This design comes from an exercise in tuning for a short achievable clock period and few clock cycles per item on the open sky130 flow, not from production work.

==> v30: inputs <==
==> flow/design.v <==
module se_crc16 (
  input  wire [15:0] c,
  input  wire [7:0]  b,
  output reg  [15:0] n
);
  integer j;
  always @(*) begin
    n = c;
    for (j = 0; j < 8; j = j + 1)
      n = {n[14:0], 1'b0} ^ ((b[j] ^ n[15]) ? 16'h8005 : 16'h0000);
  end
endmodule
module se_sfifo #(parameter W = 8, parameter D = 4) (
  input  wire         clk,
  input  wire         clr,
  input  wire         push,
  input  wire [W-1:0] din,
  input  wire         pop,
  output wire [W-1:0] head,
  output reg  [D-1:0] vld     
);
  reg  [W*D-1:0]     ev;
  wire [D:0]         vx = {1'b0, vld};
  wire [D:0]         vp = {vld, 1'b1};
  wire [W*(D+1)-1:0] ex = {din, ev};
  integer i;
  assign head = ev[W-1:0];
  always @(posedge clk) begin
    for (i = 0; i < D; i = i + 1) begin
      if (pop) begin
        if (vx[i+1]) ev[i*W +: W] <= ex[(i+1)*W +: W];
        else if (push) ev[i*W +: W] <= din;
      end else if (push && !vld[i] && vp[i]) begin
        ev[i*W +: W] <= din;
      end
      if (clr) vld[i] <= 1'b0;
      else if (pop) vld[i] <= vx[i+1] | (push & vld[i]);
      else if (push) vld[i] <= vld[i] | vp[i];
    end
  end
endmodule
module se_cfifo #(parameter W = 8, parameter AW = 2) (
  input  wire         clk,
  input  wire         clr,
  input  wire         push,
  input  wire [W-1:0] din,
  input  wire         pop,
  output wire [W-1:0] head,
  output wire         nempty,
  output wire         full
);
  localparam integer D = 1 << AW;
  reg [W*D-1:0] ev;
  reg [AW:0]    wp, rp;
  integer i;
  always @(posedge clk) begin
    for (i = 0; i < D; i = i + 1)
      if (push && wp[AW-1:0] == i) ev[i*W +: W] <= din;
    if (clr) begin
      wp <= {(AW+1){1'b0}};
      rp <= {(AW+1){1'b0}};
    end else begin
      if (push) wp <= wp + 1'b1;
      if (pop)  rp <= rp + 1'b1;
    end
  end
  assign head   = ev[rp[AW-1:0]*W +: W];
  assign nempty = (wp != rp);
  assign full   = (wp[AW-1:0] == rp[AW-1:0]) && (wp[AW] != rp[AW]);
endmodule
module se_framer (
  input  wire        clk,
  input  wire        rst,
  input  wire        cmd_valid,
  output wire        cmd_ready,
  input  wire [1:0]  cmd_op,
  input  wire [7:0]  cmd_len,
  input  wire [7:0]  cmd_opcode,
  input  wire [7:0]  cmd_p1,
  input  wire [15:0] cmd_p2,
  input  wire        in_valid,
  output wire        in_ready,
  input  wire [7:0]  in_data,
  input  wire        in_last,
  output wire        out_valid,
  input  wire        out_ready,
  output wire [7:0]  out_data,
  output wire        res_valid,
  input  wire        res_ready,
  output wire [2:0]  res_err,
  output wire [15:0] res_crc,
  output wire [4:0]  res_attempts
);
  localparam integer MAXF = 4;     
  localparam integer QAW  = 2;     
  localparam integer PAW  = 4;     
  localparam [1:0] K_CRC = 2'd0, K_SEND = 2'd1, K_RECV = 2'd2, K_NONE = 2'd3;
  reg        cr_q;
  reg  [3:0] nfl;         
  reg        rf_q;        
  reg        c0_v;
  reg  [1:0] c0_op;
  reg  [7:0] c0_len, c0_opc, c0_p1;
  reg [15:0] c0_p2;
  wire cmd_fire = cmd_valid & cr_q;
  assign cmd_ready = cr_q;
  always @(posedge clk) begin
    c0_op  <= cmd_op;
    c0_len <= cmd_len;
    c0_opc <= cmd_opcode;
    c0_p1  <= cmd_p1;
    c0_p2  <= cmd_p2;
    c0_v   <= cmd_fire & ~rst;
  end
  reg        c1_v;
  reg  [1:0] c1_kind;
  reg  [2:0] c1_err;
  reg        c1_snd;      
  reg  [7:0] c1_a;        
  reg        c1_a1;       
  reg  [7:0] c1_L, c1_opc, c1_p1;
  reg [15:0] c1_p2;
  wire c0_snd = (c0_op == 2'd1) && (c0_len <= 8'd248);
  always @(posedge clk) begin
    c1_v   <= c0_v & ~rst;
    c1_L   <= c0_len + 8'd7;
    c1_opc <= c0_opc;
    c1_p1  <= c0_p1;
    c1_p2  <= c0_p2;
    c1_a   <= (c0_op == 2'd2) ? c0_len + 8'd2 : c0_len;
    c1_a1  <= (c0_op != 2'd2) && (c0_len == 8'd1);
    c1_snd <= c0_snd;
    case (c0_op)
      2'd0: begin
        c1_kind <= (c0_len == 8'd0) ? K_NONE : K_CRC;
        c1_err  <= 3'd0;
      end
      2'd1: begin
        c1_kind <= (c0_len > 8'd248 || c0_len == 8'd0) ? K_NONE : K_SEND;
        c1_err  <= (c0_len > 8'd248) ? 3'd4 : 3'd0;
      end
      2'd2: begin
        c1_kind <= (c0_len > 8'd252) ? K_NONE : K_RECV;
        c1_err  <= (c0_len > 8'd252) ? 3'd4 : 3'd0;
      end
      default: begin
        c1_kind <= K_NONE;
        c1_err  <= 3'd5;
      end
    endcase
  end
  wire [15:0] h1, h2, h3, h4, h5;
  se_crc16 u_h1 (.c(16'h0000), .b(c1_L),        .n(h1));
  se_crc16 u_h2 (.c(h1),       .b(c1_opc),      .n(h2));
  se_crc16 u_h3 (.c(h2),       .b(c1_p1),       .n(h3));
  se_crc16 u_h4 (.c(h3),       .b(c1_p2[7:0]),  .n(h4));
  se_crc16 u_h5 (.c(h4),       .b(c1_p2[15:8]), .n(h5));
  localparam integer CQW = 2 + 3 + 1 + 8 + 1 + 16;
  wire [CQW-1:0] cq_h;
  wire cq_ne, cq_full, cq_pop;
  se_cfifo #(.W(CQW), .AW(QAW)) u_cq (
    .clk(clk), .clr(rst), .push(c1_v),
    .din({c1_kind, c1_err, c1_snd, c1_a, c1_a1, c1_snd ? h5 : 16'h0000}),
    .pop(cq_pop), .head(cq_h), .nempty(cq_ne), .full(cq_full)
  );
  wire [1:0]  cqh_kind = cq_h[CQW-1 -: 2];
  wire [2:0]  cqh_err  = cq_h[CQW-3 -: 3];
  wire        cqh_snd  = cq_h[CQW-6];
  wire [7:0]  cqh_a    = cq_h[CQW-7 -: 8];
  wire        cqh_a1   = cq_h[16];
  wire [15:0] cqh_init = cq_h[15:0];
  wire [39:0] sq_h;
  wire sq_ne, sq_full, sq_pop;
  se_cfifo #(.W(40), .AW(QAW)) u_sq (
    .clk(clk), .clr(rst), .push(c0_v & c0_snd),
    .din({c0_len, c0_opc, c0_p1, c0_p2}),
    .pop(sq_pop), .head(sq_h), .nempty(sq_ne), .full(sq_full)
  );
  wire [7:0]  sqh_len = sq_h[39:32];
  wire [7:0]  sqh_opc = sq_h[31:24];
  wire [7:0]  sqh_p1  = sq_h[23:16];
  wire [15:0] sqh_p2  = sq_h[15:0];
  reg        ir_q;
  reg        ib_v;
  reg  [7:0] ib_d;
  reg        ib_l;
  assign in_ready = ir_q;
  always @(posedge clk) begin
    ib_d <= in_data;
    ib_l <= in_last;
    ib_v <= in_valid & ir_q & ~rst;
  end
  wire [8:0] iq_h;
  wire [3:0] iq_vld;
  wire       take;
  se_sfifo #(.W(9), .D(4)) u_iq (
    .clk(clk), .clr(rst), .push(ib_v), .din({ib_l, ib_d}),
    .pop(take), .head(iq_h), .vld(iq_vld)
  );
  wire [1:0] in_pend = {1'b0, ib_v} + {1'b0, ir_q};
  wire in_room = (in_pend == 2'd0) ? ~iq_vld[3] :
                 (in_pend == 2'd1) ? ~iq_vld[2] : ~iq_vld[1];
  wire in_dem  = (nfl != 4'd0) | c0_v | cmd_fire;
  always @(posedge clk)
    ir_q <= ~rst & in_room & in_dem;
  reg        ip_v;
  reg  [1:0] ip_kind;
  reg  [2:0] ip_err;
  reg        ip_snd;
  reg  [7:0] ip_rem;      
  reg        ip_rem1;
  reg  [7:0] ip_k1;       
  reg  [7:0] ip_k;        
  reg [15:0] ip_init;
  reg        ip_fresh;    
  reg [15:0] crc_q;
  reg  [7:0] togo;        
  reg        t0, t1;      
  reg        first;
  reg        len_ok;
  reg  [7:0] rx_lo;
  reg  [4:0] att;
  reg        att20;
  wire       pq_full;
  wire [7:0] b  = iq_h[7:0];
  wire       bl = iq_h[8];
  wire [15:0] cbase = ip_fresh ? ip_init : crc_q;
  wire [15:0] cnext;
  se_crc16 u_crc (.c(cbase), .b(b), .n(cnext));
  wire is_recv = (ip_kind == K_RECV);
  wire is_send = (ip_kind == K_SEND);
  assign take  = ip_v & (ip_kind != K_NONE) & iq_vld[0] & ~(is_send & pq_full);
  wire done_none  = ip_v & (ip_kind == K_NONE);
  wire done_cs    = take & ~ip_kind[1] & ip_rem1;
  wire done_full  = take & is_recv & t0;
  wire done_short = take & is_recv & ~t0 & bl & att20;
  wire done       = done_none | done_cs | done_full | done_short;
  wire adv        = ~ip_v | done;
  assign cq_pop   = adv & cq_ne;
  reg        pr_v;
  reg  [2:0] pr_err;
  reg  [4:0] pr_att;
  reg        pr_snd;
  always @(posedge clk) begin
    pr_v   <= done & ~rst;
    pr_snd <= ip_snd;
    pr_att <= done_short ? 5'd21 : att + 5'd1;
    if (done_none)
      pr_err <= ip_err;
    else if (done_short)
      pr_err <= 3'd1;
    else if (done_full)
      pr_err <= !len_ok ? 3'd2 : ({b, rx_lo} != crc_q) ? 3'd3 : 3'd0;
    else
      pr_err <= 3'd0;
  end
  always @(posedge clk) begin
    if (done_none) begin
      crc_q <= ip_init;
    end else if (take & ~(is_recv & (t0 | t1))) begin
      crc_q    <= cnext;
      ip_fresh <= 1'b0;
    end
    if (take) begin
      ip_rem  <= ip_rem - 8'd1;
      ip_rem1 <= (ip_rem == 8'd2);
    end
    if (take & is_recv) begin
      if (first) len_ok <= (b == ip_k);
      first <= 1'b0;
      if (t1) rx_lo <= b;
      if (~t0 & bl) begin
        att      <= att + 5'd1;
        att20    <= (att == 5'd19);
        togo     <= ip_k1;
        t0       <= 1'b0;
        t1       <= 1'b0;
        first    <= 1'b1;
        ip_fresh <= 1'b1;
      end else begin
        togo <= togo - 8'd1;
        t1   <= (togo == 8'd2);
        t0   <= t1;
      end
    end
    if (adv) begin
      ip_kind  <= cqh_kind;
      ip_err   <= cqh_err;
      ip_snd   <= cqh_snd;
      ip_rem   <= cqh_a;
      ip_rem1  <= cqh_a1;
      ip_k1    <= cqh_a;
      ip_k     <= cqh_a + 8'd1;
      ip_init  <= cqh_init;
      ip_fresh <= 1'b1;
      togo     <= cqh_a;
      t0       <= 1'b0;
      t1       <= 1'b0;
      first    <= 1'b1;
      att      <= 5'd0;
      att20    <= 1'b0;
    end
    if (rst)
      ip_v <= 1'b0;
    else if (adv)
      ip_v <= cq_ne;
  end
  wire [7:0] pq_h;
  wire       pq_ne, pq_pop;
  se_cfifo #(.W(8), .AW(PAW)) u_pq (
    .clk(clk), .clr(rst), .push(take & is_send), .din(b),
    .pop(pq_pop), .head(pq_h), .nempty(pq_ne), .full(pq_full)
  );
  wire [15:0] sc_h;
  wire        sc_ne, sc_full, sc_pop;
  se_cfifo #(.W(16), .AW(QAW)) u_sc (
    .clk(clk), .clr(rst), .push(pr_v & pr_snd), .din(crc_q),
    .pop(sc_pop), .head(sc_h), .nempty(sc_ne), .full(sc_full)
  );
  localparam integer RQW = 3 + 16 + 5 + 1;
  wire [RQW-1:0] rq_h;
  wire           rq_ne, rq_full, rq_pop;
  se_cfifo #(.W(RQW), .AW(QAW)) u_rq (
    .clk(clk), .clr(rst), .push(pr_v), .din({pr_err, crc_q, pr_att, pr_snd}),
    .pop(rq_pop), .head(rq_h), .nempty(rq_ne), .full(rq_full)
  );
  reg  [8:0] ph;          
  reg  [7:0] prem;        
  reg        prem1;
  reg        m_v;         
  reg  [7:0] m_d;
  reg        m_l;         
  reg        ol_q;        
  wire [7:0] sqh_L = sqh_len + 8'd7;
  wire [7:0] obyte = ({8{ph[0]}} & 8'h03)        |
                     ({8{ph[1]}} & sqh_L)        |
                     ({8{ph[2]}} & sqh_opc)      |
                     ({8{ph[3]}} & sqh_p1)       |
                     ({8{ph[4]}} & sqh_p2[7:0])  |
                     ({8{ph[5]}} & sqh_p2[15:8]) |
                     ({8{ph[6]}} & pq_h)         |
                     ({8{ph[7]}} & sc_h[7:0])    |
                     ({8{ph[8]}} & sc_h[15:8]);
  wire oav    = sq_ne & (ph[6] ? pq_ne : (ph[7] | ph[8]) ? sc_ne : 1'b1);
  wire m_free = ~m_v | out_ready;
  wire o_push = m_free & oav;
  wire p0     = (sqh_len == 8'd0);
  assign pq_pop = o_push & ph[6];
  assign sc_pop = o_push & ph[8];
  assign sq_pop = o_push & ph[8];
  always @(posedge clk) begin
    if (rst) begin
      ph <= 9'd1;
    end else if (o_push) begin
      ph[0] <= ph[8];
      ph[1] <= ph[0];
      ph[2] <= ph[1];
      ph[3] <= ph[2];
      ph[4] <= ph[3];
      ph[5] <= ph[4];
      ph[6] <= (ph[5] & ~p0) | (ph[6] & ~prem1);
      ph[7] <= (ph[5] & p0) | (ph[6] & prem1);
      ph[8] <= ph[7];
    end
    if (o_push) begin
      if (ph[5]) begin
        prem  <= sqh_len;
        prem1 <= (sqh_len == 8'd1);
      end else begin
        prem  <= prem - 8'd1;
        prem1 <= (prem == 8'd2);
      end
    end
    if (m_free) begin
      m_d <= obyte;
      m_l <= ph[8];
    end
    if (rst)
      m_v <= 1'b0;
    else if (m_free)
      m_v <= o_push;
    ol_q <= ~rst & m_v & out_ready & m_l;
  end
  assign out_valid = m_v;
  assign out_data  = m_d;
  reg  [2:0] otok;        
  reg        r_v;
  reg [RQW-1:1] r_d;
  wire rqh_snd = rq_h[0];
  wire r_free  = ~r_v | res_ready;
  wire r_push  = r_free & rq_ne & (~rqh_snd | (otok != 3'd0));
  assign rq_pop = r_push;
  always @(posedge clk) begin
    if (rst)
      otok <= 3'd0;
    else
      otok <= otok + {2'd0, ol_q} - {2'd0, r_push & rqh_snd};
    if (r_free)
      r_d <= rq_h[RQW-1:1];
    if (rst)
      r_v <= 1'b0;
    else if (r_free)
      r_v <= r_push;
    rf_q <= ~rst & r_v & res_ready;
  end
  assign res_valid    = r_v;
  assign res_err      = r_d[RQW-1 -: 3];
  assign res_crc      = r_d[RQW-4 -: 16];
  assign res_attempts = r_d[5:1];
  wire [4:0] nfl_sum = {1'b0, nfl} + {4'd0, c0_v} + {4'd0, cr_q} + 5'd1;
  always @(posedge clk) begin
    if (rst) begin
      nfl  <= 4'd0;
      cr_q <= 1'b0;
    end else begin
      nfl  <= nfl + {3'd0, c0_v} - {3'd0, rf_q};
      cr_q <= (nfl_sum <= MAXF);
    end
  end
endmodule
==> flow/run.sh <==
#!/bin/bash
# synth_recipe.tcl (not shown) runs the flow's synth.tcl, then flattens the netlist and writes it again
# the make line also repeats each setting of config.mk as NAME=value (left out here)
make -C /OpenROAD-flow-scripts/flow DESIGN_CONFIG=/design/flow/config.mk WORK_HOME=/design/flow/orfs CLKGATE_MAP_FILE= SYNTH_SCRIPT=/design/flow/synth_recipe.tcl finish
==> flow/config.mk <==
export PLATFORM = sky130hd
export DESIGN_NAME = se_framer
export DESIGN_NICKNAME = se_framer
export VERILOG_FILES = /design/flow/design.v
export SDC_FILE = /design/flow/constraint.sdc
export NUM_CORES = 4
export LEC_CHECK = 0
export ABC_CLOCK_PERIOD_IN_PS = 1800
export CAP_MARGIN = 20
export CORE_MARGIN = 2
export CORE_UTILIZATION = 40
export PLACE_DENSITY = 0.6
export SETUP_SLACK_MARGIN = 3.0
export SLEW_MARGIN = 20
==> flow/constraint.sdc <==
create_clock -name core_clock -period 5.0 [get_ports {clk}]
set_input_delay 1.0000 -clock core_clock [delete_from_list [all_inputs] [get_ports {clk}]]
set_output_delay 1.0000 -clock core_clock [all_outputs]
set_load 0.01 [all_outputs]
==> v2: changes against v30 <==
CORE_UTILIZATION = 60   (was 40)
PLACE_DENSITY = 0.7   (was 0.6)
==> metrics.cfg <==
[status]
status=no timing/DRC/antenna violations

[power]
powerSeq_mw=9.30
p_switching_mw=4.96
powerComb_mw=3.33
p_leak_nw=15.5

[clocking]
numCtsBuffers=94

[routing]
wl_per_cell_microns=23.6
routed_wl_microns=86600

[final_layout]
drive_above_1_share=0.340
multi_input_area_share=0.249
area_growth_pct=26.8
stdcell_count=3662
layout.nets=2528

[setup_path]
required_ns=5.55
cp.arrival_ns=3.08

[timing]
fin_worst_skew_ns=0.0650

the above is filed under v30

==> metrics.cfg <==
[power]
powerComb_mw=3.13
p_leak_nw=14.9

[setup_path]
critPathMaxFanout=2
required_ns=5.48

[clocking]
numCtsBuffers=91

[timing]
fin_worst_skew_ns=0.0247

[routing]
wl_per_cell_microns=25.9
routed_wl_microns=83200

[final_layout]
area_growth_pct=22.4
drive_above_1_share=0.319
layout.nets=2478
multi_input_area_share=0.247

[status]
status=no timing/DRC/antenna violations

the above is filed under v2

No functional check of the RTL was part of any run of this note.

==> re-timing with driven ports <==
In the flow no input, the clock included, has a driving cell. The finished layouts below were timed again as built, in two steps.
Step 1 sets driving cells, clkbuf_16 on the clock port and buf_2 on the other inputs (assumed; they add their load-dependent delay and slew).
Step 2 moves the port delays by t, midway between the first and last clock arrival at a register: inputs arrive t later, outputs are due t later. That takes back most of the time a late clock gives input paths.
Slacks: ideal / step 1 / step 2; pairs: ideal / step 1.
run	t (ns)	setup slack, ns	latest minus earliest clock arrival (ns)
v30	0.708	2.468 / 2.468 / 2.052	0.068 / 0.069
v2	0.692	2.504 / 2.504 / 1.972	0.029 / 0.029
After both steps setup and hold are still met in every run listed. The setup slack of v2, which loses most, moves by 0.000 ns with the drivers and by -0.532 ns with both steps.
